This is an optimization exercise on Yosys and OpenROAD, whose aim is small area, a short achievable clock period and few clock cycles, not a production implementation. Where RTL was checked, it was by simulation tests only, not by an equivalence proof against the original. No functional check of the RTL was part of runs 3 to 5. Power is estimated from default activity; no workload was simulated.

==> flow/design.v <==
module cic_core (
    input  wire sys_clk,
    input  wire block_rst,       
    input  wire dclk_in,         
    input  wire dio_in,          
    input  wire reset_held,      
    input  wire cancel,          
    output reg  dio_drive_low,   
    output reg  terminated,      
    output reg  busy             
);
    localparam [92:0] PRE_BITS =
        93'b111101000111001111110000100001001010001101011111010001110010000001011110010011100101111011000;
    localparam [3:0]
        ST_WAIT  = 4'd0,
        ST_TERM  = 4'd1,
        ST_PRE   = 4'd2,    
        ST_DRAIN = 4'd3,    
        ST_CMD   = 4'd4,    
        ST_CPAD  = 4'd5,    
        ST_CWR   = 4'd6,    
        ST_VMARK = 4'd7,    
        ST_VRD   = 4'd8,    
        ST_VSYNC = 4'd9,    
        ST_VWR   = 4'd10,   
        ST_RACK  = 4'd11,   
        ST_DIE   = 4'd12;   
    reg  [3:0]   st;            
    reg  [6:0]   cnt;           
    reg          wait_act;      
    reg          cap_q;         
    reg          rbit;          
    reg          rst_q;         
    reg          cmd_hi;
    reg  [60:1]  mv;
    reg  [3:0]   p;             
    reg          eng_run;       
    reg          eng_wait;      
    reg          eng_v1;        
    reg          eng_v2;        
    reg          eng_first;     
    reg  [1:0]   eng_rnd;
    reg  [3:0]   eng_x;
    reg  [3:0]   eng_bs;        
    reg  [119:0] vm;
    reg  [3:0]   nib;
    reg          vshift;        
    reg  [3:0]   va_a;
    reg          va_carry;
    wire [3:0] m1  = mv[4:1],   m2  = mv[8:5],   m3  = mv[12:9],  m4  = mv[16:13];
    wire [3:0] m5  = mv[20:17], m6  = mv[24:21], m7  = mv[28:25], m8  = mv[32:29];
    wire [3:0] m9  = mv[36:33], m10 = mv[40:37], m11 = mv[44:41], m12 = mv[48:45];
    wire [3:0] m13 = mv[52:49], m14 = mv[56:53], m15 = mv[60:57];
    wire [3:0] xe  = eng_first ? m15 : eng_x;
    wire [3:0] n1  = m1 + xe + 4'd1;
    wire [3:0] n2  = ~(n1 + m2 + 4'd1);
    wire [4:0] t3  = {1'b0, m2} + {1'b0, m3} + 5'd1;
    wire       ca  = ~t3[4];                                
    wire [3:0] n3b = t3[3:0] + m3;
    wire [3:0] n3  = ca ? t3[3:0] : n3b;
    wire [3:0] n4a = m3 + m4;
    wire [3:0] n4  = ca ? n4a : (n3b + m4);
    wire [3:0] n5a = n4a + m5;
    wire [3:0] n5b = m4[3] ? (m4 + 4'd8) : (m4 + 4'd8 + m5);
    wire [3:0] n5  = ca ? n5a : n5b;
    wire [3:0] n6a = m5[3] ? (m5 + 4'd8) : (m5 + 4'd8 + m6);
    wire [3:0] n6b = m5 + m6 + 4'd1;
    wire [3:0] n6  = ca ? n6a : n6b;
    wire [3:0] bs  = ca ? m6 : n6b;                         
    wire [3:0] n7  = eng_bs + m7  + 4'd1;
    wire [3:0] n8  = n7  + m8  + 4'd1;
    wire [3:0] n9  = n8  + m9  + 4'd1;
    wire [3:0] n10 = n9  + m10 + 4'd1;
    wire [3:0] n11 = m10 + m11 + 4'd1;
    wire [3:0] n12 = n11 + m12 + 4'd1;
    wire [3:0] n13 = n12 + m13 + 4'd1;
    wire [3:0] n14 = n13 + m14 + 4'd1;
    wire [3:0] n15 = n14 + m15 + 4'd1;
    wire eng_busy = eng_run || eng_wait || eng_v1 || eng_v2;
    wire [3:0] va_1 = {va_a[3] ^ ~nib[0], va_a[2:0]};
    wire [3:0] va_2 = va_1[1] ? va_1 : (va_1 + 4'd4);
    wire [3:0] va_3 = va_2 + nib;
    wire [3:0] va_4 = va_carry ? va_3 : (va_3 + 4'd7);
    wire [3:0] va_5 = va_4 + va_3;
    wire [4:0] va_6 = {1'b0, va_5} + {1'b0, va_3} + {4'd0, va_carry};
    wire [3:0] va_7 = ~va_6[3:0];
    wire is_read = (st == ST_DRAIN) || (st == ST_CMD) || (st == ST_CPAD) ||
                   (st == ST_VRD);
    wire can_cap = (st != ST_WAIT) && (st != ST_TERM) && (st != ST_DIE) &&
                   !((st == ST_CWR) && eng_busy);
    reg [3:0] mp;
    always @(*) begin
        case (p)
            4'd1:  mp = m1;   4'd2:  mp = m2;   4'd3:  mp = m3;
            4'd4:  mp = m4;   4'd5:  mp = m5;   4'd6:  mp = m6;
            4'd7:  mp = m7;   4'd8:  mp = m8;   4'd9:  mp = m9;
            4'd10: mp = m10;  4'd11: mp = m11;  4'd12: mp = m12;
            4'd13: mp = m13;  4'd14: mp = m14;  default: mp = m15;
        endcase
    end
    reg wbit;
    always @(*) begin
        case (st)
            ST_PRE:   wbit = PRE_BITS[cnt];
            ST_CWR:   wbit = mp[0];
            ST_VMARK: wbit = ~cnt[0];                        
            ST_VWR:   wbit = vm[3 - cnt[1:0]];
            default:  wbit = 1'b0;                           
        endcase
    end
    wire drive0   = can_cap && !is_read && !wbit;            
    wire capture  = can_cap && !wait_act && !dclk_in;
    wire complete = wait_act && dclk_in;
    wire die_now  = complete && ((st == ST_DIE) ||
                    (cap_q && st == ST_CMD && cnt[0] && !cmd_hi && rbit));
    reg [3:0] st_a;
    reg [6:0] cnt_a;
    reg [3:0] p_a;
    always @(*) begin
        st_a  = st;
        cnt_a = cnt;
        p_a   = p;
        if (eng_v1)
            p_a = (n7 == 4'd0) ? 4'd1 : n7;
        if (cap_q) begin
            cnt_a = cnt + 7'd1;
            case (st)
                ST_PRE:   if (cnt == 7'd92) begin st_a = ST_DRAIN; cnt_a = 7'd0; end
                ST_DRAIN: if (cnt == 7'd7)  begin st_a = ST_CMD;   cnt_a = 7'd0; end
                ST_CMD: begin
                    if (cnt[0]) begin
                        cnt_a = 7'd0;
                        case ({cmd_hi, rbit})
                            2'b00:   st_a = ST_CPAD;
                            2'b01:   st_a = ST_DIE;
                            2'b10:   st_a = ST_VMARK;
                            default: st_a = ST_RACK;
                        endcase
                    end
                end
                ST_CPAD:  st_a = ST_CWR;
                ST_CWR: begin
                    p_a = p + 4'd1;
                    if (p == 4'hF) begin st_a = ST_CMD; cnt_a = 7'd0; end
                    else                 st_a = ST_CPAD;
                end
                ST_VMARK: if (cnt == 7'd7)   begin st_a = ST_VRD;   cnt_a = 7'd0; end
                ST_VRD:   if (cnt == 7'd119) begin st_a = ST_VSYNC; cnt_a = 7'd0; end
                ST_VSYNC: begin st_a = ST_VWR; cnt_a = 7'd0; end
                ST_VWR:   if (cnt == 7'd119) begin st_a = ST_CMD;   cnt_a = 7'd0; end
                ST_RACK:  begin st_a = ST_CMD; cnt_a = 7'd0; end
                default: ;
            endcase
        end
        if (st == ST_WAIT) cnt_a = 7'd0;
    end
    reg [3:0] st_d;
    reg       wait_act_d, dd_d;
    always @(*) begin
        st_d       = st_a;
        wait_act_d = wait_act;
        dd_d       = dio_drive_low;
        if (block_rst) begin
            st_d       = ST_WAIT;
            wait_act_d = 1'b0;
            dd_d       = 1'b0;
        end else if (st == ST_TERM) begin
            st_d       = ST_TERM;
            dd_d       = 1'b0;
        end else if (cancel || die_now) begin
            st_d       = ST_TERM;
            wait_act_d = 1'b0;
            dd_d       = 1'b0;
        end else if (st == ST_WAIT) begin
            if (!reset_held) st_d = ST_PRE;
            wait_act_d = 1'b0;
        end else if (capture) begin
            wait_act_d = 1'b1;
            dd_d       = drive0;
        end else if (complete) begin
            wait_act_d = 1'b0;
            dd_d       = 1'b0;
        end
    end
    wire eng_start = capture && (st == ST_CMD) && !cnt[0] && !dio_in;
    wire eng_end   = eng_run && (xe == 4'd0);                
    wire eng_run_d  = !block_rst && (eng_start ||
                      (eng_run && !eng_end) || (eng_wait && eng_v2 && !eng_v1));
    wire eng_wait_d = !block_rst && !eng_start &&
                      ((eng_end && eng_rnd != 2'd2) || (eng_wait && !(eng_v2 && !eng_v1)));
    wire eng_v1_d   = !block_rst && eng_run;
    wire eng_v2_d   = !block_rst && eng_v1;
    always @(posedge sys_clk) begin
        st            <= st_d;
        cnt           <= cnt_a;
        p             <= p_a;
        wait_act      <= wait_act_d;
        dio_drive_low <= dd_d;
        terminated    <= (st_d == ST_TERM);
        busy          <= (st_a == ST_CWR) &&
                         (eng_run_d || eng_wait_d || eng_v1_d || eng_v2_d);
        cap_q         <= capture;
        rst_q         <= block_rst;
        eng_run       <= eng_run_d;
        eng_wait      <= eng_wait_d;
        eng_v1        <= eng_v1_d;
        eng_v2        <= eng_v2_d;
        if (capture)
            rbit <= dio_in;
        if (cap_q && st == ST_CMD && !cnt[0])
            cmd_hi <= rbit;
        if (eng_start) begin
            eng_first <= 1'b1;
            eng_rnd   <= 2'd0;
        end else if (eng_run) begin
            eng_x     <= xe - 4'd1;
            eng_first <= (xe == 4'd0);
            eng_bs    <= bs;
            if (xe == 4'd0) eng_rnd <= eng_rnd + 2'd1;
        end
        if (eng_run)
            mv[4:1] <= n1;
        else if (cap_q && st == ST_DRAIN && cnt[2])
            mv[4:1] <= {mv[3:1], rbit};               
        if (rst_q)
            mv[24:5] <= 20'hB8F41;                    
        else if (eng_run)
            mv[24:5] <= {n6, n5, n4, n3, n2};
        if (rst_q)
            mv[40:25] <= 16'hDC75;                    
        else if (eng_v1)
            mv[40:25] <= {n10, n9, n8, n7};
        if (rst_q)
            mv[60:41] <= 20'h89E16;                   
        else if (eng_v2)
            mv[60:41] <= {n15, n14, n13, n12, n11};
        if (cap_q && st == ST_VRD)
            nib <= {nib[2:0], rbit};
        vshift <= cap_q && (st == ST_VRD) && (cnt[1:0] == 2'd3);
        if (vshift || (cap_q && st == ST_VWR && cnt[1:0] == 2'd3))
            vm <= {va_7, vm[119:4]};
        if (vshift) begin
            va_a     <= va_7;
            va_carry <= va_6[4];
        end else if (cap_q && st == ST_CMD) begin
            va_a     <= 4'd5;
            va_carry <= 1'b1;
        end
    end
endmodule
==> flow/run.sh <==
#!/bin/bash
# synth_recipe.tcl (not shown) runs the flow's synth.tcl, then flattens the netlist and writes it again
# the make line also repeats each setting of config.mk as NAME=value (left out here)
make -C /OpenROAD-flow-scripts/flow DESIGN_CONFIG=/design/flow/config.mk WORK_HOME=/design/flow/orfs CLKGATE_MAP_FILE= SYNTH_SCRIPT=/design/flow/synth_recipe.tcl finish
==> flow/config.mk <==
export PLATFORM = sky130hd
export DESIGN_NAME = cic_core
export DESIGN_NICKNAME = cic_core
export VERILOG_FILES = /design/flow/design.v
export SDC_FILE = /design/flow/constraint.sdc
export NUM_CORES = 4
export LEC_CHECK = 0
export CAP_MARGIN = 20
export CORE_MARGIN = 2
export CORE_UTILIZATION = 60
export CTS_BUF_LIST = sky130_fd_sc_hd__clkbuf_8
export CTS_CLUSTER_SIZE = 30
export SLEW_MARGIN = 20
==> flow/constraint.sdc <==
create_clock -name core_clock -period 15.0 [get_ports {sys_clk}]
set_input_delay 3.0000 -clock core_clock [delete_from_list [all_inputs] [get_ports {sys_clk}]]
set_output_delay 3.0000 -clock core_clock [all_outputs]
set_load 0.01 [all_outputs]
==> results of run 1 <==
[final timing paths]
| path | start | endpoint | slack, ns | cells after the start |
|---|---|---|---|---|
| max | dclk_in | eng_bs[0] | 10.37 | 5 |
| min | vm[78] | vm[74] | 0.41 | 0 |
| max reg2reg | mv[37] | mv[60] | 10.56 | 13 |
| min reg2reg | vm[78] | vm[74] | 0.41 | 0 |
[area by class of cell]
| cell class | instances | area, sq um | share of cell area |
|---|---|---|---|
| clock buffer | 43 | 592 | 0.0472 |
| multi-input combinational | 679 | 5020 | 0.401 |
| timing repair buffer | 16 | 140 | 0.0112 |
| tap | 234 | 293 | 0.0234 |
| inverter | 72 | 270 | 0.0216 |
| sequential | 228 | 6000 | 0.478 |
| clock inverter | 29 | 223 | 0.0178 |
[worst max-delay path, cell delays in order]
cell and delay (ns):
clkdlybuf4s50_1 0.46, nor2_1 0.11, o21ai_0 0.13, nor4_1 0.77, nor2_1 0.36
[routing by layer]
metal,up-vias,share of wire
li1,3693,-
met1,3640,0.49
met2,183,0.44
met3,31,0.060
met4,0,0.015
met5,-,0
[stage by stage]
| step | setup slack (ns) | util | hold slack, ns | total power, mW |
|---|---|---|---|---|
| after floorplan | 4.92 | - | 0.400 | 0.709 |
| after CTS | 10.42 | 0.668 | 0.412 | 1.30 |
| final | 10.37 | 0.668 | 0.409 | 1.28 |
| after detailed placement | 9.87 | 0.625 | 0.405 | 0.720 |
| after global routing | 10.19 | 0.668 | 0.415 | 1.33 |
| after global placement | 9.87 | 0.625 | 0.401 | 0.719 |
[sequential cells by signal (all words and copies together), names as in the netlist, 2 cells and up]
name     flops
va_a         4
eng_x        4
mv          60
nib          4
p            4
cnt          7
vm         120
eng_rnd      2
eng_bs       4
st           4
[power by group]
part / switching, mW / internal [mW] / total (mW)
Combinational: 0.0216 / 0.0164 / 0.0380
Sequential: 0.00752 / 0.663 / 0.670
Clock: 0.253 / 0.320 / 0.572
Total: 0.282 / 0.999 / 1.28
[cells by family (layout without fill, tap and decap cells)]
family,count (synthesis),after routing,share of synthesized area
AO/OA/AOI/OAI,215,215,0.117
multiplexers,32,32,0.0295
flip-flops,228,228,0.522
AND/OR/NAND/NOR,265,265,0.111
buffers and inverters,118,160,0.0409
adder cells (fa/ha/maj),101,101,0.124
XOR/XNOR,66,66,0.0553
[cell usage in the layout, fill, tap and decap left out, types with 27 or more instances in the layout]
cell,Yosys,layout
edfxtp_1,143,143
inv_1,72,86
dfxtp_1,85,85
nand2_1,83,83
nor2_1,81,81
ha_1,80,80
a21oi_1,60,60
o21ai_0,50,49
clkbuf_8,0,43
xnor2_1,35,35
mux2i_1,29,29
xor2_1,27,27
==> flow_summary.ini, run 1 <==
[outcome]
status = no timing/DRC/antenna violations

[worst_setup_path]
start_kind = primary input
crit_path_end_kind = flip-flop
cp.arrival_ns = 4.83
critPathRequiredTime_ns = 15.20
path_max_fanout = 8
path_class = primary input to flip-flop

[route]
vias = 7547
avgViaCountPerCell = 5.80
ant_nets = 0
wire_per_inst_um = 17.1
first_pass_iters = 5
wl_mm = 22.2
drcViolationCount = 0
drtIter0Drc = 452

[floorplanning]
initial_core_util = 0.611
core_area_sq_mm = 0.0188
die-area_sq_mm = 0.0202
fp.dieH_um = 142
die_w_um = 142
rows = 50
io_pins = 9

[global_route]
gr-total-overflow = 0
grt_max_degree = 67
grt_util_met3 = 0.0505
grt-busiest-layer = met2
grt_pass1_vias = 7598
gr-usage-met2 = 0.346
grtUsageMet1 = 0.338
antenna_found_initial = 0
grt_use_total = 0.230
grt_pass1_wl_mm = 37.3

[finish]
layout.cells.non_filler = 1301
drive_above_1_share = 0.0637
nNetsFinal = 1144
area_growth_pct = 9.23
num-fill-cells = 1430
postLayoutCellArea_sq_mm = 0.0125
insertedDiodeCount = 0

[sta]
max_freq_mhz = 216
rsz0062_at_grt = false
tightestPinTransition_ns = 0.955
relSlewSlack = 0.358
setup_violations = 0
fin_crit_sh = 0.309
drv_slew = 0
hold_viol = 0
clock_skew_ns = 0.0124
layout_min_cycle_time_ns = 4.63
tns_ns = 0

[place]
port-buffer-count = 8
place_area_sq_mm = 0.0117
globalplace.congestion = 0.919
dp_cells = 1229
dp_hpwl_mm = 15.1

[synthesis]
synthFlopType = edfxtp_1
ys_seq_area_frac = 0.522
yosysMostFrequentCell = edfxtp_1
netlist.area_leader.share = 0.374
synth.area.top_cells = edfxtp_1 37%, dfxtp_1 15%, ha_1 8.7%, fa_1 3.7%, nand2_1 2.7%
synth_seq_cells = 228
syn-instance-count = 1025
yosys.area.top_type = edfxtp_1
ys_warn_count = 1
synthDistinctLibCells = 66
synth_edf_count = 143
synth_commonest_cells = 143 x edfxtp_1, 85 x dfxtp_1, 83 x nand2_1
synth_nets = 1132
synth_area_sq_mm = 0.0115
syn_avg_cell_area_sq_um = 11.2
ys_async_sr_fraction = 0

[power_and_ir_drop]
p_leak_nw = 4.81
pwr_density_cell_mw_per_mm2 = 102
vdd_drop_max_mv = 0.0661

[worst_hold_path]
hold_path.class = flip-flop to flip-flop

[clocking]
cts_tree = done
post-cts-setup-buffers = 0
hold_buffers = 0
clkSinkCount = 228
clock_path_buffers = 3
clk_latency_ns = 0.54
h-tree-depth = 2
cts_resized = 0
cts-buffers-inserted = 40
clockRootBuffer = clkbuf_8
clk_pin_slew_ns = 0.06

[flow_run]
drv_cap = 0
Testbench counts, summed over its fixed seeds: cycles 71,412.
==> inputs of run 2 (changes only) <==
--- a/flow/config.mk
+++ b/flow/config.mk
@@ -8,6 +8,4 @@
 export CAP_MARGIN = 20
 export CORE_MARGIN = 2
-export CORE_UTILIZATION = 60
-export CTS_BUF_LIST = sky130_fd_sc_hd__clkbuf_8
-export CTS_CLUSTER_SIZE = 30
+export CORE_UTILIZATION = 40
 export SLEW_MARGIN = 20
==> run 2 against run 1 <==
  * First-iteration DRC count increased by 15%
  * Utilization decreased by 22 points
  * Synthesized cell count unchanged
  * Fmax increased by 4.8%
  * Total power increased by 4.4%
  * Flip-flop and latch count unchanged
  * Critical path depth increased by 1
  * Clock power increased by about 10%
  * Worst hold slack improved by 0.0036 ns
  * Register-to-register slack improved by 0.09 ns
  * Global-route usage decreased by 8.4 points
  * Largest power group unchanged
  * Highest routed layer unchanged
==> flow_summary.ini, run 2 <==
[synthesis]
yosys.area.top_type = edfxtp_1
synth_seq_cells = 228
netlist.area_leader.share = 0.374
ys_async_sr_fraction = 0
ys_warn_count = 1
syn-instance-count = 1025
synth-compound-area-share = 0.117
ys_seq_area_frac = 0.522
synth-simple-area-share = 0.111
synth_area_sq_mm = 0.0115
synth_edf_count = 143
synthDistinctLibCells = 66
synth_xor_area_frac = 0.0553
syn_avg_cell_area_sq_um = 11.2
yosysMostFrequentCell = edfxtp_1
synth_nets = 1132
synth_commonest_cells = 143 x edfxtp_1, 85 x dfxtp_1, 83 x nand2_1
synth_top_family_by_area = adder cells
synth.area.top_cells = edfxtp_1 37%, dfxtp_1 15%, ha_1 8.7%, fa_1 3.7%, nand2_1 2.7%
synth_fa_ha_area_frac = 0.124
synthFlopType = edfxtp_1
muxShareOfSynthArea = 0.0295

[finish]
largest_reg_flops = 120
layout.cells.non_filler = 1426
area_growth_pct = 11.4
regArea_sq_mm = 0.00600
layout_commonest_cell = edfxtp_1
reg_top3 = vm: 120 flops, mv: 60 flops, cnt: 7 flops
postLayoutCoreUtil = 0.449
final_cell_mix = 143 x edfxtp_1, 85 x dfxtp_1, 83 x nand2_1
postLayoutCellArea_sq_mm = 0.0128
num-fill-cells = 2659
nNetsFinal = 1131
drive_above_1_share = 0.0566
insertedDiodeCount = 0
multiInputGateArea_sq_mm = 0.00502
top_register = vm

[sta]
layout_min_cycle_time_ns = 4.42
tns_ns = 0
drv_slew = 0
hold_viol = 0
rsz0062_at_grt = false
fin_ws_ns = 10.58
setup_violations = 0
max_freq_mhz = 226
relSlewSlack = 0.381
clock_skew_ns = 0.0308
tightestPinTransition_ns = 0.928
fin_crit_sh = 0.294

[clocking]
cts-buffers-inserted = 26
clock_path_buffers = 3
cts_resized = 0
clkSinkCount = 228
clk_pin_slew_ns = 0.06
hold_buffers = 0
clockRootBuffer = clkbuf_16
post-cts-setup-buffers = 0
cts_tree = done
h-tree-depth = 1
clk_latency_ns = 0.55

[outcome]
status = no timing/DRC/antenna violations

[flow_run]
drv_cap = 0

[worst_setup_path]
path_class = primary input to flip-flop
slowest_delay_ns = 0.59
crit_path_end_kind = flip-flop
cp_top_family = buffers and inverters
crit_path_start = dclk_in
start_kind = primary input
cpMaxStageDelayCell = nor2_1
timing.rr.start = mv[37]
path_common_cell = nor2_1
crit_chain = clkdlybuf4s50_1 > nor2_1 > o21ai_0 > nor4_1 > buf_4 > nor2_1
cp.arrival_ns = 4.57
critical_path_buf_inv_count = 2
path_max_fanout = 8
critPathRequiredTime_ns = 15.15

[route]
drcViolationCount = 0
wire_per_inst_um = 15.1
vias = 7303
avgViaCountPerCell = 5.12
ant_nets = 0
drtIter0Drc = 521
first_pass_iters = 7
wl_mm = 21.6

[global_route]
antenna_found_initial = 0
grt_max_degree = 77
grt_use_total = 0.146
grt_pass1_vias = 7184
grt_pass1_wl_mm = 36.4
gr-total-overflow = 0

[worst_hold_path]
hold_path.class = flip-flop to flip-flop
holdCritStartpoint = vm[46]

[floorplanning]
core_area_sq_mm = 0.0285
initial_core_util = 0.403
fp.dieH_um = 173
io_pins = 9
rows = 62
die-area_sq_mm = 0.0301
die_w_um = 173

[place]
dp_slack_ns = 10.08
globalplace.congestion = 0.838
port-buffer-count = 8
place_area_sq_mm = 0.0119
dp_hpwl_mm = 14.1
dp_cells = 1380

[power_and_ir_drop]
pwr_density_cell_mw_per_mm2 = 105
p_leak_nw = 4.77
vdd_drop_max_mv = 0.0936
==> run 2: cell counts after synthesis <==
Identical to the previous run, type by type.
==> run 2: power breakdown <==
part	internal [mW]	leakage, nW	switching [mW]	total (mW)
sequential	0.662	1.99	0.00738	0.670
combinational	0.0163	2.37	0.0210	0.0372
clock	0.372	0.418	0.257	0.629
==> run 2: metrics by stage <==
step | power (mW) | hold WS (ns)
after floorplan | 0.709 | 0.400
after global placement | 0.719 | 0.401
after detailed placement | 0.720 | 0.405
after CTS | 1.36 | 0.415
after global routing | 1.38 | 0.422
final | 1.34 | 0.413
==> run 2: worst reg2reg max path, cell delays in order, from the launching register on <==
cell and delay, ns:
dfxtp_1 0.34, inv_1 0.06, ha_1 0.22, fa_1 0.52
inv_1 0.08, fa_1 0.60, fa_1 0.50, fa_1 0.61
ha_1 0.25, a21o_1 0.17, a21oi_1 0.15, xor3_1 0.44
a211oi_1 0.24, a31oi_1 0.06
==> run 2: final timing paths <==
check / endpoint / cells past startpoint / slack, ns
max: eng_bs[2] / 6 / 10.58
min: vm[42] / 0 / 0.41
max reg2reg: mv[60] / 13 / 10.65
min reg2reg: vm[42] / 0 / 0.41
==> run 2: metal layers <==
layer,share of wire,track usage,vias to the layer above
li1,-,-,3654
met1,0.50,0.209,3465
met2,0.44,0.226,144
met3,0.040,0.0228,40
met4,0.027,0.0463,0
met5,0,0,-
==> run 2: final cells by class <==
type	count	area share
clock inverters	18	0.0162
flip-flops and latches	228	0.469
inverters	72	0.0211
well taps	384	0.0376
multi-input cells	679	0.393
clock buffers	28	0.0515
repair buffers	17	0.0116
==> run 2: kinds of logic after synthesis <==
family,count (synthesis)
multiplexers,32
buffers and inverters,118
XOR/XNOR,66
adder cells (fa/ha/maj),101
AND/OR/NAND/NOR,265
AO/OA/AOI/OAI,215
flip-flops,228
==> inputs of run 3 (changes only) <==
--- a/flow/design.v
+++ b/flow/design.v
@@ -43,7 +43,9 @@
     reg  [3:0]   eng_x;
     reg  [3:0]   eng_bs;        
-    reg  [119:0] vm;
-    reg  [3:0]   nib;
-    reg          vshift;        
+    reg  [120:0] ring;
+    reg  [6:0]   vw;            
+    reg          vpend;         
+    reg          vfetch;        
+    reg  [3:0]   onib;          
     reg  [3:0]   va_a;
     reg          va_carry;
@@ -78,4 +80,5 @@
     wire [3:0] n15 = n14 + m15 + 4'd1;
     wire eng_busy = eng_run || eng_wait || eng_v1 || eng_v2;
+    wire [3:0] nib  = {ring[2], ring[4], ring[6], ring[8]};
     wire [3:0] va_1 = {va_a[3] ^ ~nib[0], va_a[2:0]};
     wire [3:0] va_2 = va_1[1] ? va_1 : (va_1 + 4'd4);
@@ -88,5 +91,5 @@
                    (st == ST_VRD);
     wire can_cap = (st != ST_WAIT) && (st != ST_TERM) && (st != ST_DIE) &&
-                   !((st == ST_CWR) && eng_busy);
+                   !((st == ST_CWR) && eng_busy) && !vpend && !vfetch;
     reg [3:0] mp;
     always @(*) begin
@@ -105,5 +108,5 @@
             ST_CWR:   wbit = mp[0];
             ST_VMARK: wbit = ~cnt[0];                        
-            ST_VWR:   wbit = vm[3 - cnt[1:0]];
+            ST_VWR:   wbit = onib[3 - cnt[1:0]];
             default:  wbit = 1'b0;                           
         endcase
@@ -191,4 +194,12 @@
     wire eng_v1_d   = !block_rst && eng_run;
     wire eng_v2_d   = !block_rst && eng_v1;
+    wire v_al    = (vw == 7'd0);
+    wire v_rd    = cap_q && (st == ST_VRD);                  
+    wire v_wr    = (v_rd && (v_al || cnt == 7'd0)) || (vpend && v_al);
+    wire v_nx    = cap_q && ((st == ST_VSYNC) ||
+                   (st == ST_VWR && cnt[1:0] == 2'd3 && cnt != 7'd119));
+    wire v_ft    = (v_nx || vfetch) && v_al;                 
+    wire vpend_d  = !block_rst && ((v_rd || vpend) && !v_wr);
+    wire vfetch_d = !block_rst && ((v_nx || vfetch) && !v_ft);
     always @(posedge sys_clk) begin
         st            <= st_d;
@@ -198,6 +209,7 @@
         dio_drive_low <= dd_d;
         terminated    <= (st_d == ST_TERM);
-        busy          <= (st_a == ST_CWR) &&
-                         (eng_run_d || eng_wait_d || eng_v1_d || eng_v2_d);
+        busy          <= ((st_a == ST_CWR) &&
+                          (eng_run_d || eng_wait_d || eng_v1_d || eng_v2_d)) ||
+                         vpend_d || vfetch_d;
         cap_q         <= capture;
         rst_q         <= block_rst;
@@ -235,10 +247,15 @@
         else if (eng_v2)
             mv[60:41] <= {n15, n14, n13, n12, n11};
-        if (cap_q && st == ST_VRD)
-            nib <= {nib[2:0], rbit};
-        vshift <= cap_q && (st == ST_VRD) && (cnt[1:0] == 2'd3);
-        if (vshift || (cap_q && st == ST_VWR && cnt[1:0] == 2'd3))
-            vm <= {va_7, vm[119:4]};
-        if (vshift) begin
+        ring  <= {v_wr ? rbit : ring[0], ring[120:1]};
+        vpend  <= vpend_d;
+        vfetch <= vfetch_d;
+        if (v_wr)
+            vw <= 7'd1;
+        else if (v_ft)
+            vw <= 7'd7;
+        else
+            vw <= v_al ? 7'd120 : vw - 7'd1;
+        if (v_ft) begin
+            onib     <= va_7;
             va_a     <= va_7;
             va_carry <= va_6[4];
==> run 3 against run 2 <==
  * Synthesized area fell by 7.7%
  * Worst setup slack worse by 0.43 ns
  * Clock power is 0.6% higher
  * Clock skew decreased by 0.023 ns
  * Flip-flop and latch count rose by 9
  * Register-to-register slack gained 0.05 ns
  * Combinational power up about 60%
  * Sequential power fell by 0.6%
  * Critical path depth decreased by 2
  * Final cell count is 1.8% lower
  * Utilization rose by 0.36 points
  * Wire length is 8.8% lower
  * Critical endpoint is now eng_bs[3]
==> flow_summary.ini, run 3 <==
[outcome]
status = no timing/DRC/antenna violations

[synthesis]
ys_async_sr_fraction = 0
muxShareOfSynthArea = 0.0359
yosysMostFrequentCell = dfxtp_1
ys_warn_count = 1
synth_nets = 1160
synth_area_sq_mm = 0.0106
synth_commonest_cells = 214 x dfxtp_1, 90 x nand2_1, 80 x nor2_1
syn_avg_cell_area_sq_um = 10.0
synth_seq_cells = 237
synth.area.top_cells = dfxtp_1 40%, ha_1 9.2%, edfxtp_1 6.5%, fa_1 4.0%, xnor2_1 3.3%
syn-instance-count = 1055
synth_fa_ha_area_frac = 0.132
synthDistinctLibCells = 67
synth-simple-area-share = 0.123
synthFlopType = dfxtp_1
synth_xor_area_frac = 0.0648
yosys.area.top_type = dfxtp_1
synth-compound-area-share = 0.130
synth_top_family_by_area = adder cells
synth_edf_count = 23
netlist.area_leader.share = 0.404
ys_seq_area_frac = 0.470

[route]
ant_nets = 0
vias = 7113
first_pass_iters = 5
wire_per_inst_um = 14.0
avgViaCountPerCell = 5.08
wl_mm = 19.7
drcViolationCount = 0
drtIter0Drc = 335

[worst_setup_path]
cpMaxStageDelayCell = or4_1
cp.arrival_ns = 5.06
path_max_fanout = 8
critPathRequiredTime_ns = 15.21
crit_path_end_kind = flip-flop
crit_chain = clkdlybuf4s50_1 > or4_1 > nor4_1 > nor2_1
slowest_delay_ns = 0.68
start_kind = primary input
path_class = primary input to flip-flop

[sta]
clock_skew_ns = 0.00818
fin_crit_sh = 0.323
max_freq_mhz = 206
layout_min_cycle_time_ns = 4.85
tns_ns = 0
setup_violations = 0
relSlewSlack = 0.327
fin_ws_ns = 10.15
hold_viol = 0
rsz0062_at_grt = false
drv_slew = 0
tightestPinTransition_ns = 1.01

[clocking]
post-cts-setup-buffers = 0
clk_latency_ns = 0.54
clkSinkCount = 237
clock_path_buffers = 3
h-tree-depth = 1
hold_buffers = 0
cts_tree = done
clockRootBuffer = clkbuf_16
clk_pin_slew_ns = 0.06
cts_resized = 0
cts-buffers-inserted = 25

[global_route]
grt_pass1_vias = 6852
antenna_found_initial = 0
grt_use_total = 0.142
grt_pass1_wl_mm = 33.4
gr-total-overflow = 0
grt_max_degree = 38

[flow_run]
drv_cap = 0

[finish]
final_cell_mix = 214 x dfxtp_1, 90 x nand2_1, 80 x nor2_1
top_register = ring
postLayoutCoreUtil = 0.453
layout_commonest_cell = dfxtp_1
reg_top3 = ring: 121 flops, mv: 60 flops
drive_above_1_share = 0.0544
largest_reg_flops = 121
nNetsFinal = 1152
area_growth_pct = 11.3
insertedDiodeCount = 0

[place]
port-buffer-count = 8
dp_hpwl_mm = 13.3
globalplace.congestion = 0.852
dp_slack_ns = 9.64

[power_and_ir_drop]
power_frac_seq = 0.490
pwr_density_cell_mw_per_mm2 = 115
combPwrFrac = 0.044
intPower_mw = 1.06
p_leak_nw = 4.75
vdd_drop_max_mv = 0.113
swShare = 0.221
p_total_mw = 1.36
clock_power_share = 0.466
p_switching_mw = 0.300

[floorplanning]
fp.dieH_um = 167
rows = 59
die-area_sq_mm = 0.0278
io_pins = 9
core_area_sq_mm = 0.0261
initial_core_util = 0.407
die_w_um = 167

[worst_hold_path]
hold_path.class = flip-flop to flip-flop
-- run 3: cell count changes after synthesis, sizes merged, moves of 6 or more --
| cell | before | now |
|---|---|---|
| dfxtp | 85 | 214 |
| edfxtp | 143 | 23 |
| a21oi | 60 | 45 |
| clkbuf | 34 | 42 |
| buf | 12 | 5 |
| nand2 | 83 | 90 |
| inv | 72 | 78 |
-- run 3: cell type report --
cell class                 instances  area (sq um)
clock inverter                    12           158
sequential                       237          4970
tap                              335           419
inverter                          78           293
multi-input combinational        693          5150
fill                            2458         14300
timing repair buffer              12           110
clock buffer                      34           691
-- run 3: cell families (layout without fill, tap and decap cells) --
logic type / after synthesis / in the layout
AOI/OAI and AO/OA: 211 / 211
xor gates and xnor gates: 72 / 72
adders and majority gates: 99 / 99
buffers and inverters: 125 / 136
DFF: 237 / 237
muxes: 36 / 36
and+or+nand+nor: 275 / 275
-- run 3: per-layer routing --
metal / vias to the layer above / GRT usage / part of all wire
li1: 3628 / - / -
met1: 3339 / 0.195 / 0.48
met2: 113 / 0.229 / 0.45
met3: 33 / 0.0245 / 0.043
met4: 0 / 0.0457 / 0.021
met5: - / 0 / 0
-- run 3: final timing paths --
| kind | startpoint | endpoint | slack, ns | cells after the start |
|---|---|---|---|---|
| max | dclk_in | eng_bs[3] | 10.15 | 4 |
| max reg2reg | mv[37] | mv[60] | 10.70 | 13 |
| min | ring[109] | ring[108] | 0.32 | 0 |
| min reg2reg | ring[109] | ring[108] | 0.32 | 0 |
-- run 3: critical path, delay by kind of cell --
family,cells,cell delay [ns]
buffers and inverters,1,0.45
AND/OR/NAND/NOR,3,1.60
-- run 3: stage by stage --
| step | hold slack [ns] | area (sq um) | instances |
|---|---|---|---|
| CTS | 0.319 | 11800 | 1401 |
| global placement | 0.311 | 10900 | 1355 |
| detailed placement | 0.312 | 10900 | 1355 |
| floorplan | 0.310 | 10600 | 1055 |
| finish | 0.320 | 11800 | 1401 |
| global route | 0.326 | 11800 | 1401 |
-- run 3: power by group through the flow --
| stage | combinational (mW) | clock (mW) | sequential [mW] |
|---|---|---|---|
| 5_1_grt | 0.0691 | 0.679 | 0.668 |
| 3_5_place_dp | 0.0599 | 0 | 0.679 |
| 2_1_floorplan | 0.0504 | 0 | 0.674 |
| 6_report | 0.0594 | 0.633 | 0.666 |
| 3_3_place_gp | 0.0583 | 0 | 0.679 |
| 4_1_cts | 0.0599 | 0.653 | 0.666 |
==> inputs of run 4 (changes only) <==
==> flow/flow/run.sh (new file) <==
#!/bin/bash
# Standard layout, with repair_timing aiming for setup slack 10.5 ns (a
# tighter achieved period) instead of 0.
set -euo pipefail
bash standard.sh SETUP_SLACK_MARGIN=10.5 finish > run_standard.log 2>&1
==> flow/standard.sh (new file) <==
#!/bin/bash
# synth_recipe.tcl (not shown) runs the flow's synth.tcl, then flattens the netlist and writes it again
# the make line also repeats each setting of config.mk as NAME=value (left out here)
make -C /OpenROAD-flow-scripts/flow DESIGN_CONFIG=/design/flow/config.mk WORK_HOME=/design/flow/orfs CLKGATE_MAP_FILE= SYNTH_SCRIPT=/design/flow/synth_recipe.tcl "${@:-finish}"
removed: flow/run.sh
==> run 4 against run 3 <==
  * Final cell count barely moved
  * Synthesized area did not move
  * Synthesized cell count did not move
  * Wire length rose by 2.9%
==> flow_summary.ini, run 4 <==
[worst_setup_path]
path_class = flip-flop to output pin
cpMaxStageDelayCell = clkdlybuf4s50_1
critical_path_buf_inv_count = 1
crit_path_end_kind = output pin
critPathRequiredTime_ns = 12.00
path_max_fanout = 1
crit_chain = clkdlybuf4s50_1
start_kind = flip-flop
cp_top_family = buffers and inverters
slowest_delay_ns = 0.54
cp.arrival_ns = 1.39

[synthesis]
ys_async_sr_fraction = 0
synth_commonest_cells = 214 x dfxtp_1, 90 x nand2_1, 80 x nor2_1
synth_nets = 1160
synth_area_sq_mm = 0.0106
syn-instance-count = 1055
synth_seq_cells = 237
synthFlopType = dfxtp_1
ys_seq_area_frac = 0.470
netlist.area_leader.share = 0.404
synth.area.top_cells = dfxtp_1 40%, ha_1 9.2%, edfxtp_1 6.5%, fa_1 4.0%, xnor2_1 3.3%
synthDistinctLibCells = 67
ys_warn_count = 1
yosysMostFrequentCell = dfxtp_1
synth_edf_count = 23
syn_avg_cell_area_sq_um = 10.0
yosys.area.top_type = dfxtp_1

[clocking]
clock_path_buffers = 3
hold_buffers = 0
cts-buffers-inserted = 26
cts_tree = done
clk_pin_slew_ns = 0.06
clockRootBuffer = clkbuf_16
h-tree-depth = 1
clkSinkCount = 237
clk_latency_ns = 0.53

[route]
ant_nets = 0
first_pass_iters = 9
drtIter0Drc = 404
wire_per_inst_um = 14.4
drcViolationCount = 0
vias = 7189
wl_mm = 20.2
avgViaCountPerCell = 5.13

[floorplanning]
io_pins = 9
initial_core_util = 0.407
fp.dieH_um = 167
die_w_um = 167
rows = 59
die-area_sq_mm = 0.0278
core_area_sq_mm = 0.0261

[worst_hold_path]
hold_path.class = flip-flop to flip-flop

[sta]
tightestPinTransition_ns = 1.03
rsz0062_at_grt = true
setup_violations = 0
hold_viol = 0
relSlewSlack = 0.306
max_freq_mhz = 228
clock_skew_ns = 0.0153
tns_ns = 0
drv_slew = 0
layout_min_cycle_time_ns = 4.39
fin_crit_sh = 0.293

[power_and_ir_drop]
vdd_drop_max_mv = 0.102
p_total_mw = 1.36
p_leak_nw = 4.78
pwr_density_cell_mw_per_mm2 = 115

[global_route]
grt_pass1_wl_mm = 34.8
antenna_found_initial = 0
gr-total-overflow = 0
grt_use_total = 0.148
grt_pass1_vias = 6932
grt_max_degree = 38

[finish]
postLayoutCoreUtil = 0.455
top_register = ring
final_cell_mix = 214 x dfxtp_1, 90 x nand2_1, 79 x nor2_1
insertedDiodeCount = 0
area_growth_pct = 11.9
drive_above_1_share = 0.0628
reg_top3 = ring: 121 flops, mv: 60 flops
nNetsFinal = 1155
layout.cells.non_filler = 1402
largest_reg_flops = 121
layout_commonest_cell = dfxtp_1

[place]
dp_hpwl_mm = 13.9
port-buffer-count = 8
dp_cells = 1355
globalplace.congestion = 0.878

[flow_run]
drv_cap = 0

[outcome]
status = no timing/DRC/antenna violations
## run 4: final timing paths
check | start | endpoint | slack, ns | depth (start not counted)
max | busy | busy | 10.61 | 1
min | ring[104] | ring[103] | 0.32 | 0
max reg2reg | mv[37] | mv[60] | 10.72 | 13
min reg2reg | ring[104] | ring[103] | 0.32 | 0
## run 4: report_power, final
| part | leakage (nW) | total, mW | internal (mW) | switching [mW] |
|---|---|---|---|---|
| combinational | 2.43 | 0.0603 | 0.0286 | 0.0318 |
| clock | 0.418 | 0.635 | 0.387 | 0.248 |
| sequential | 1.93 | 0.666 | 0.652 | 0.0143 |
| total | 4.78 | 1.36 | 1.07 | 0.294 |
## run 4: cells by family (layout without fill, tap and decap cells)
family | count (synthesis) | count (layout) | synth area share
AOI/OAI and AO/OA | 211 | 211 | 0.130
xor gates and xnor gates | 72 | 72 | 0.0648
muxes | 36 | 36 | 0.0359
DFF | 237 | 237 | 0.470
buffers and inverters | 125 | 137 | 0.0452
adders and majority gates | 99 | 99 | 0.132
and+or+nand+nor | 275 | 275 | 0.123
## run 4: area by class of cell
cell class | count | area [sq um]
well taps | 335 | 419
fillers | 2464 | 14200
inverters | 78 | 293
clock buffers | 30 | 666
multi-input cells | 693 | 5180
flip-flops and latches | 237 | 4970
repair buffers | 14 | 125
clock inverters | 15 | 193
## run 4: layer usage
layer | track usage | share of wire | up-vias
met5 | 0 | 0 | -
met3 | 0.0216 | 0.039 | 48
li1 | - | - | 3646
met1 | 0.211 | 0.49 | 3352
met4 | 0.0525 | 0.031 | 0
met2 | 0.231 | 0.44 | 143
## run 4: timing repair
item / in CTS / in global routing
resized for setup: 3 / 5
pin swaps: 0 / 3
setup endpoints to repair: 10 / 2
buffers inserted: 0 / 2
## run 4: through the flow
stage,area [sq um],hold WS (ns),setup WS [ns]
floorplan,10600,0.310,10.41
global placement,11000,0.310,9.89
detailed placement,11000,0.312,9.88
CTS,11800,0.326,10.50
global route,11900,0.329,10.45
finish,11900,0.322,10.61
==> inputs of run 5 (changes only) <==
==> flow/flow/run.sh (replaced) <==
#!/bin/bash
# Standard layout, with repair_timing aiming for setup slack 11.5 ns (a
# tighter achieved period) instead of 0.
set -euo pipefail
bash standard.sh SETUP_SLACK_MARGIN=11.5 finish > run_standard.log 2>&1
==> run 5 against run 4 <==
  * Total power fell by 3.4%
  * Clock-buffer cell count rose by 2
  * Worst hold slack barely moved
  * Die area did not move
==> flow_summary.ini, run 5 <==
[route]
avgViaCountPerCell = 5.08
first_pass_iters = 6
drcViolationCount = 0
wire_per_inst_um = 14.3
wl_mm = 20.4
vias = 7246
drtIter0Drc = 367
ant_nets = 0

[power_and_ir_drop]
pwr_density_cell_mw_per_mm2 = 108
vdd_drop_max_mv = 0.0742
p_total_mw = 1.31
p_leak_nw = 4.89

[clocking]
clockRootBuffer = clkbuf_16
cts-buffers-inserted = 25
clk_latency_ns = 0.54
clock_path_buffers = 3
h-tree-depth = 1
clkSinkCount = 237
cts_tree = done
clk_pin_slew_ns = 0.06

[finish]
postLayoutCoreUtil = 0.465
final_cell_mix = 208 x dfxtp_1, 90 x nand2_1, 78 x nor2_1
layout_commonest_cell = dfxtp_1
area_growth_pct = 14.4
num-fill-cells = 2427
reg_top3 = ring: 121 flops, mv: 60 flops
drive_above_1_share = 0.124
postLayoutCellArea_sq_mm = 0.0121
top_register = ring
largest_reg_flops = 121
regArea_sq_mm = 0.00498
multiInputGateArea_sq_mm = 0.00532
nNetsFinal = 1179
insertedDiodeCount = 0

[worst_setup_path]
r2r_slack_ns = 11.09
start_kind = primary input
crit_path_end_kind = flip-flop
path_common_cell = or4_4
crit_chain = buf_8 > or4_4 > or4_4 > a2111oi_4 > a311o_1
cp.arrival_ns = 4.55
slowest_delay_ns = 0.52
critPathRequiredTime_ns = 15.48
cpMaxStageDelayCell = or4_4
ff2ff_path_depth = 13
path_class = primary input to flip-flop
path_max_fanout = 2

[place]
place_area_sq_mm = 0.0110
dp_hpwl_mm = 13.6
port-buffer-count = 8
globalplace.congestion = 0.849

[sta]
relSlewSlack = 0.343
rsz0062_at_grt = true
tightestPinTransition_ns = 0.986
layout_min_cycle_time_ns = 4.07
setup_violations = 0
fin_crit_sh = 0.271
max_freq_mhz = 246
drv_slew = 0
clock_skew_ns = 0.0221
hold_ws_ns = 0.322
tns_ns = 0
hold_viol = 0

[synthesis]
synth.area.top_cells = dfxtp_1 40%, ha_1 9.2%, edfxtp_1 6.5%, fa_1 4.0%, xnor2_1 3.3%
synth_seq_cells = 237
ys_async_sr_fraction = 0
syn-instance-count = 1055
synthFlopType = dfxtp_1
synthDistinctLibCells = 67
synth_area_sq_mm = 0.0106
syn_avg_cell_area_sq_um = 10.0
synth_edf_count = 23
synth_commonest_cells = 214 x dfxtp_1, 90 x nand2_1, 80 x nor2_1
ys_warn_count = 1
yosysMostFrequentCell = dfxtp_1
yosys.area.top_type = dfxtp_1
ys_seq_area_frac = 0.470
synth_nets = 1160
netlist.area_leader.share = 0.404

[worst_hold_path]
worstHoldPathCells = 0
hold_path.class = flip-flop to flip-flop

[floorplanning]
io_pins = 9
initial_core_util = 0.407
die-area_sq_mm = 0.0278
fp.dieH_um = 167
rows = 59
core_area_sq_mm = 0.0261
die_w_um = 167

[global_route]
grt_use_total = 0.148
grt_max_degree = 38
antenna_found_initial = 0
grt_pass1_vias = 7113
gr-total-overflow = 0
grt_pass1_wl_mm = 35.1

[flow_run]
drv_cap = 0

[outcome]
status = no timing/DRC/antenna violations
[run 5: critical path: cells and delay by family]
kind | cells | cell delay, ns
AO/OA/AOI/OAI | 2 | 0.50
buffers and inverters | 1 | 0.10
AND/OR/NAND/NOR | 2 | 0.95
[run 5: path summary, 6_finish.rpt]
kind,from,end
max reg2reg,mv[41],mv[60]
max,dclk_in,busy
min,ring[75],ring[74]
min reg2reg,ring[75],ring[74]
[run 5: routing by layer]
metal | wire length, um | global-route usage
met4 | 540 | 0.0446
met2 | 9110 | 0.232
met5 | 0 | 0
met1 | 10100 | 0.213
met3 | 705 | 0.0223
[run 5: report_power, final]
part	internal [mW]	total (mW)	switching [mW]
Combinational	0.0293	0.0618	0.0325
Sequential	0.652	0.665	0.0139
Clock	0.330	0.587	0.257
Total	1.01	1.31	0.303
[run 5: area by class of cell]
cell class	count	share of cell area
multi-input cells	693	0.439
flip-flops and latches	237	0.411
clock buffers	32	0.0571
well taps	335	0.0346
repair buffers	39	0.0260
inverters	78	0.0242
clock inverters	13	0.00774
[run 5: metrics by stage]
stage / setup WS, ns / instances
after CTS: 10.85 / 1421
after global placement: 9.95 / 1357
after global routing: 10.90 / 1427
after detailed placement: 9.90 / 1357
after floorplan: 10.41 / 1055
final: 10.93 / 1427
[run 5: timing repair]
item	in CTS	in global routing
setup endpoints to repair	38	31
pin swaps	19	20
setup buffers	19	6
gates resized for setup	47	17
gates cloned	0	0
hold buffers	0	0
[run 5: cells by family after synthesis]
family,after synthesis,share of synthesized area
adder cells (fa/ha/maj),99,0.132
flip-flops,237,0.470
multiplexers,36,0.0359
AO/OA/AOI/OAI,211,0.130
buffers and inverters,125,0.0452
AND/OR/NAND/NOR,275,0.123
XOR/XNOR,72,0.0648
==> inputs of run 6 (changes only) <==
--- a/flow/design.v
+++ b/flow/design.v
@@ -209,7 +209,6 @@
         dio_drive_low <= dd_d;
         terminated    <= (st_d == ST_TERM);
-        busy          <= ((st_a == ST_CWR) &&
-                          (eng_run_d || eng_wait_d || eng_v1_d || eng_v2_d)) ||
-                         vpend_d || vfetch_d;
+        busy          <= ((st_a == ST_CWR) && (eng_run || eng_v1 || eng_wait)) ||
+                         ((v_rd || vpend) && !v_wr) || ((v_nx || vfetch) && !v_ft);
         cap_q         <= capture;
         rst_q         <= block_rst;
@@ -222,8 +221,9 @@
         if (cap_q && st == ST_CMD && !cnt[0])
             cmd_hi <= rbit;
-        if (eng_start) begin
+        if (!eng_busy) begin                       
             eng_first <= 1'b1;
             eng_rnd   <= 2'd0;
-        end else if (eng_run) begin
+        end
+        if (eng_run) begin
             eng_x     <= xe - 4'd1;
             eng_first <= (xe == 4'd0);
==> flow/flow/run.sh (replaced) <==
#!/bin/bash
# Standard layout, with repair_timing aiming for setup slack 11 ns (a
# tighter achieved period) instead of 0.
set -euo pipefail
bash standard.sh SETUP_SLACK_MARGIN=11 CTS_CLUSTER_SIZE=40 CTS_CLUSTER_DIAMETER=80 finish > run_standard.log 2>&1
==> run 6 against run 5 <==
  * Wire length is 3.8% lower
  * Synthesized cell count shrank 0.57%
  * Sequential share of layout area rose by 1.7 points
  * Critical path type is now flip-flop to output pin
  * Critical endpoint is now terminated
  * Highest routed layer unchanged
==> flow_summary.ini, run 6 <==
[synthesis]
synth.area.top_cells = dfxtp_1 40%, ha_1 9.2%, edfxtp_1 6.8%, fa_1 4.0%, nand2_1 3.2%
synth_commonest_cells = 213 x dfxtp_1, 90 x nand2_1, 78 x ha_1
syn_avg_cell_area_sq_um = 10.1
synth_area_sq_mm = 0.0106
synth_edf_count = 24
synth-compound-area-share = 0.129
muxShareOfSynthArea = 0.0383
syn-instance-count = 1049
synth-simple-area-share = 0.123
synth_top_family_by_area = adder cells
synth_nets = 1154
synthFlopType = dfxtp_1
synth_xor_area_frac = 0.0623
yosys.area.top_type = dfxtp_1
ys_seq_area_frac = 0.469
yosysMostFrequentCell = dfxtp_1
synth_fa_ha_area_frac = 0.131
netlist.area_leader.share = 0.402
ys_async_sr_fraction = 0
ys_warn_count = 1
synthDistinctLibCells = 73
synth_seq_cells = 237

[worst_setup_path]
cpMaxStageDelayCell = dfxtp_4
path_max_fanout = 1
cp-endpoint = terminated
path_depth = 1
cp.arrival_ns = 1.02
crit_path_start = terminated
crit_chain = buf_6
ff2ff_path_depth = 13
slowest_delay_ns = 0.38
critPathRequiredTime_ns = 12.00
path_class = flip-flop to output pin
critical_path_buf_inv_count = 1
cp_top_family = flip-flops
r2r_slack_ns = 11.03
start_kind = flip-flop
timing.rr.start = eng_bs[0]
crit_path_end_kind = output pin
r2r-end = mv[40]

[finish]
num-fill-cells = 2476
layout_commonest_cell = dfxtp_1
area_growth_pct = 9.79
reg_top3 = ring: 121 flops, mv: 60 flops
multiInputGateArea_sq_mm = 0.00524
regArea_sq_mm = 0.00500
largest_reg_flops = 121
top_register = ring
final_cell_mix = 206 x dfxtp_1, 90 x nand2_1, 76 x ha_1
insertedDiodeCount = 0
drive_above_1_share = 0.0869
nNetsFinal = 1145

[clocking]
h-tree-depth = 1
clockRootBuffer = clkbuf_16
clock_path_buffers = 3
clkSinkCount = 237
clk_pin_slew_ns = 0.12
cts-buffers-inserted = 14
clk_latency_ns = 0.52
cts_tree = done

[global_route]
grt_max_degree = 41
grt_pass1_vias = 6814
grt_pass1_wl_mm = 33.5
grt_use_total = 0.143
gr-total-overflow = 0
antenna_found_initial = 0

[route]
wl_mm = 19.6
wire_per_inst_um = 14.2
drtIter0Drc = 359
ant_nets = 0
drcViolationCount = 0
vias = 7029
avgViaCountPerCell = 5.09
first_pass_iters = 5

[sta]
rsz0062_at_grt = true
tightestPinTransition_ns = 0.962
setup_violations = 0
relSlewSlack = 0.359
drv_slew = 0
hold_viol = 0
max_freq_mhz = 249
tns_ns = 0
fin_crit_sh = 0.268
hold_ws_ns = 0.285
fin_ws_ns = 10.98
layout_min_cycle_time_ns = 4.02
clock_skew_ns = 0.0558

[floorplanning]
rows = 59
die-area_sq_mm = 0.0279
io_pins = 9
fp.dieH_um = 167
core_area_sq_mm = 0.0261
initial_core_util = 0.407
die_w_um = 167

[place]
dp_hpwl_mm = 13.3
port-buffer-count = 8
globalplace.congestion = 0.867
dp_slack_ns = 9.99

[power_and_ir_drop]
pwr_density_cell_mw_per_mm2 = 99.9
p_leak_nw = 4.61
vdd_drop_max_mv = 0.133

[worst_hold_path]
worstHoldPathCells = 0
hold_path.class = flip-flop to flip-flop

[outcome]
status = no timing/DRC/antenna violations

[flow_run]
drv_cap = 0
run 6: cell count changes after synthesis, sizes merged, moves of 4 or more:
| cell | delta |
|---|---|
| nor2 | -5 |
| clkbuf | -7 |
| a21oi | +9 |
| o21ai | +4 |
| o22ai | -4 |
| buf | +8 |
| nand2b | -4 |
| xnor2 | -4 |
| nor3 | -5 |
run 6: worst min path at each step:
| stage | slack (ns) | endpoint | start |
|---|---|---|---|
| 2_1_floorplan | 0.31 | ring[0] | ring[1] |
| 4_1_cts | 0.28 | ring[60] | ring[61] |
| 6_report | 0.29 | ring[60] | ring[61] |
| 5_1_grt | 0.30 | ring[60] | ring[61] |
| 3_3_place_gp | 0.31 | ring[78] | ring[79] |
| 3_5_place_dp | 0.31 | ring[69] | ring[70] |
run 6: where the power goes:
part | internal, mW | switching, mW
combinational | 0.0211 | 0.0247
sequential | 0.651 | 0.0138
clock | 0.210 | 0.244
run 6: what timing repair did:
item / in CTS / in global routing
endpoints found under the setup margin: 10 / 5
hold buffers: 0 / 0
setup buffers: 6 / 4
gates resized for setup: 31 / 15
pin swaps: 12 / 15
run 6: final cells by class:
| type | count | share of cell area |
|---|---|---|
| Timing Repair Buffer | 23 | 0.0159 |
| Tap cell | 335 | 0.0360 |
| Sequential cell | 237 | 0.429 |
| Inverter | 77 | 0.0248 |
| Clock inverter | 9 | 0.0153 |
| Multi-Input combinational cell | 687 | 0.449 |
| Clock buffer | 14 | 0.0300 |
run 6: through the flow:
step | instance area [sq um] | total power, mW | util | std cells
2_1_floorplan | 10600 | 0.709 | - | 1049
3_3_place_gp | 11000 | 0.722 | 0.421 | 1349
3_5_place_dp | 11000 | 0.723 | 0.421 | 1349
4_1_cts | 11600 | 1.18 | 0.444 | 1378
5_1_grt | 11700 | 1.21 | 0.447 | 1382
6_report | 11700 | 1.16 | 0.447 | 1382
run 6: logic make-up (layout without fill, tap and decap cells):
logic type | Yosys count | after routing
fa+ha+maj | 99 | 99
buf+inv | 125 | 123
simple gates | 270 | 270
compound gates | 213 | 213
flops | 237 | 237
xor+xnor | 69 | 69
mux | 36 | 36
run 6: per-layer routing:
| metal | up-vias | GRT usage | routed length [um] |
|---|---|---|---|
| li1 | 3596 | - | - |
| met1 | 3294 | 0.204 | 10000 |
| met2 | 113 | 0.225 | 8390 |
| met3 | 26 | 0.0245 | 825 |
| met4 | 0 | 0.0352 | 408 |
| met5 | - | 0 | 0 |
Testbench counts of run 6, summed over its fixed seeds: cycles 71,412.
==> inputs of run 7 (changes only) <==
==> flow/flow/run.sh (replaced) <==
#!/bin/bash
# Standard layout, with repair_timing aiming for setup slack 11 ns (a
# tighter achieved period) instead of 0.
set -euo pipefail
bash standard.sh SETUP_SLACK_MARGIN=11  finish > run_standard.log 2>&1
==> run 7 against run 6 <==
  * Total power increased by 12%
  * Clock-buffer cell count increased by 19
  * Clock skew decreased by 0.046 ns
  * First-iteration DRC count increased by 5.0%
  * Critical path type unchanged
  * Highest routed layer unchanged
==> flow_summary.ini, run 7 <==
[sta]
drv_slew = 0
hold_ws_ns = 0.320
tns_ns = 0
relSlewSlack = 0.348
layout_min_cycle_time_ns = 4.00
fin_crit_sh = 0.267
setup_violations = 0
max_freq_mhz = 250
rsz0062_at_grt = true
clock_skew_ns = 0.0100
hold_viol = 0
tightestPinTransition_ns = 0.979

[worst_hold_path]
whs_endpoint = ring[65]
worstHoldPathCells = 0
holdCritStartpoint = ring[66]
hold_path.class = flip-flop to flip-flop

[clocking]
clk_pin_slew_ns = 0.06
cts_tree = done
clock_path_buffers = 3
clkSinkCount = 237
clockRootBuffer = clkbuf_16
hold_buffers = 0
clk_latency_ns = 0.53
h-tree-depth = 1
cts-buffers-inserted = 25

[worst_setup_path]
ff2ff_path_depth = 13
slowest_delay_ns = 0.36
timing.rr.start = mv[25]
start_kind = flip-flop
r2r-end = mv[40]
cp.arrival_ns = 1.00
path_max_fanout = 1
crit_path_end_kind = output pin
critPathRequiredTime_ns = 12.00
cpMaxStageDelayCell = dfxtp_4
path_class = flip-flop to output pin
r2r_slack_ns = 11.09
cp_top_family = flip-flops
critical_path_buf_inv_count = 1
crit_chain = buf_6
path_depth = 1

[route]
first_pass_iters = 5
wl_mm = 19.8
vias = 7168
drtIter0Drc = 377
avgViaCountPerCell = 5.11
ant_nets = 0
wire_per_inst_um = 14.1
drcViolationCount = 0

[synthesis]
syn_avg_cell_area_sq_um = 10.1
synthFlopType = dfxtp_1
synth_area_sq_mm = 0.0106
synth_seq_cells = 237
ys_async_sr_fraction = 0
yosysMostFrequentCell = dfxtp_1
yosys.area.top_type = dfxtp_1
synth_edf_count = 24
netlist.area_leader.share = 0.402
ys_seq_area_frac = 0.469
synth_nets = 1154
ys_warn_count = 1
synthDistinctLibCells = 73
synth.area.top_cells = dfxtp_1 40%, ha_1 9.2%, edfxtp_1 6.8%, fa_1 4.0%, nand2_1 3.2%
synth_commonest_cells = 213 x dfxtp_1, 90 x nand2_1, 78 x ha_1
syn-instance-count = 1049

[finish]
nNetsFinal = 1156
top_register = ring
layout_commonest_cell = dfxtp_1
num-fill-cells = 2453
multiInputGateArea_sq_mm = 0.00527
largest_reg_flops = 121
layout.cells.non_filler = 1404
drive_above_1_share = 0.107
postLayoutCellArea_sq_mm = 0.0120
area_growth_pct = 12.7
reg_top3 = ring: 121 flops, mv: 60 flops
final_cell_mix = 206 x dfxtp_1, 90 x nand2_1, 75 x nor2_1
regArea_sq_mm = 0.00500
insertedDiodeCount = 0

[global_route]
grt_max_degree = 37
gr-total-overflow = 0
grt_use_total = 0.145
grt_pass1_vias = 6984
grt_pass1_wl_mm = 34.2
antenna_found_initial = 0

[place]
port-buffer-count = 8
dp_cells = 1349
globalplace.congestion = 0.867
place_area_sq_mm = 0.0110
dp_hpwl_mm = 13.3

[floorplanning]
initial_core_util = 0.407
fp.dieH_um = 167
core_area_sq_mm = 0.0261
io_pins = 9
die_w_um = 167
rows = 59
die-area_sq_mm = 0.0279

[power_and_ir_drop]
p_total_mw = 1.31
pwr_density_cell_mw_per_mm2 = 109
vdd_drop_max_mv = 0.122
p_leak_nw = 4.77

[outcome]
status = no timing/DRC/antenna violations

[flow_run]
drv_cap = 0
## run 7: stage by stage
stage                     setup WS (ns)  utilization
after floorplan                   10.65            -
after global placement            10.04        0.421
after detailed placement           9.99        0.421
after CTS                         10.94        0.456
after global routing              10.87        0.459
final                             11.00        0.459
## run 7: kinds of logic after synthesis
kind of cell	count (synthesis)	synth area share
flops	237	0.469
fa+ha+maj	99	0.131
compound gates	213	0.129
simple gates	270	0.123
mux	36	0.0383
buf+inv	125	0.0461
xor+xnor	69	0.0623
## run 7: routing by layer
| layer | global-route usage | wire length, um |
|---|---|---|
| met3 | 0.0269 | 920 |
| met1 | 0.204 | 10000 |
| met4 | 0.0409 | 510 |
| met5 | 0 | 0 |
| met2 | 0.228 | 8410 |
## run 7: final cells by class
cell class | count | share of cell area
sequential | 237 | 0.417
multi-input combinational | 687 | 0.440
clock inverter | 12 | 0.00784
timing repair buffer | 23 | 0.0155
inverter | 77 | 0.0241
clock buffer | 33 | 0.0598
tap | 335 | 0.0350
## run 7: report_power, final
| group | switching [mW] | internal (mW) | total, mW |
|---|---|---|---|
| Combinational | 0.0241 | 0.0211 | 0.0452 |
| Sequential | 0.0135 | 0.651 | 0.665 |
| Clock | 0.257 | 0.340 | 0.597 |
## run 7: worst max path at each step
stage | startpoint | endpoint | slack [ns]
floorplan | dclk_in | dio_drive_low | 10.65
global placement | dclk_in | dio_drive_low | 10.04
detailed placement | dclk_in | dio_drive_low | 9.99
CTS | terminated | terminated | 10.94
global route | mv[25] | mv[40] | 10.87
finish | terminated | terminated | 11.00
## run 7: repair_timing
item	in CTS	in global routing
pin swaps	14	15
setup endpoints to repair	10	6
resized for setup	33	16
setup buffers	9	1

[what the ideal ports hide]
The results above use ideal ports. As a check the final layouts listed here were re-extracted and re-timed, cells and wires unchanged. Step 1 sets driving cells, clkbuf_16 on the clock port and buf_2 on the other inputs (assumed; they add their load-dependent delay and slew). Step 2 also shifts input and output timing later by t, the mid clock arrival at the registers, as if the neighbouring blocks saw the same clock. Three values: ideal, step 1, step 2; two values: the first two.
run	t, ns	setup slack, ns	hold slack, ns	clock arrival spread, ns
run 1	0.577	10.372 / 10.378 / 9.801	0.409 / 0.409 / 0.409	0.018 / 0.017
run 2	0.579	10.583 / 10.552 / 10.026	0.413 / 0.413 / 0.413	0.031 / 0.030
run 3	0.579	10.151 / 10.176 / 9.597	0.320 / 0.320 / 0.320	0.010 / 0.010
run 4	0.564	10.606 / 10.561 / 10.255	0.322 / 0.322 / 0.322	0.016 / 0.016
run 5	0.572	10.932 / 10.907 / 10.369	0.322 / 0.322 / 0.322	0.025 / 0.024
run 6	0.538	10.983 / 10.937 / 10.557	0.285 / 0.285 / 0.285	0.068 / 0.069
run 7	0.568	10.997 / 10.953 / 10.523	0.320 / 0.320 / 0.320	0.011 / 0.011
After both steps setup and hold are still met in every run listed. For run 1, which loses most, drivers alone change the setup slack by +0.006 ns; drivers and shift together by -0.571 ns.
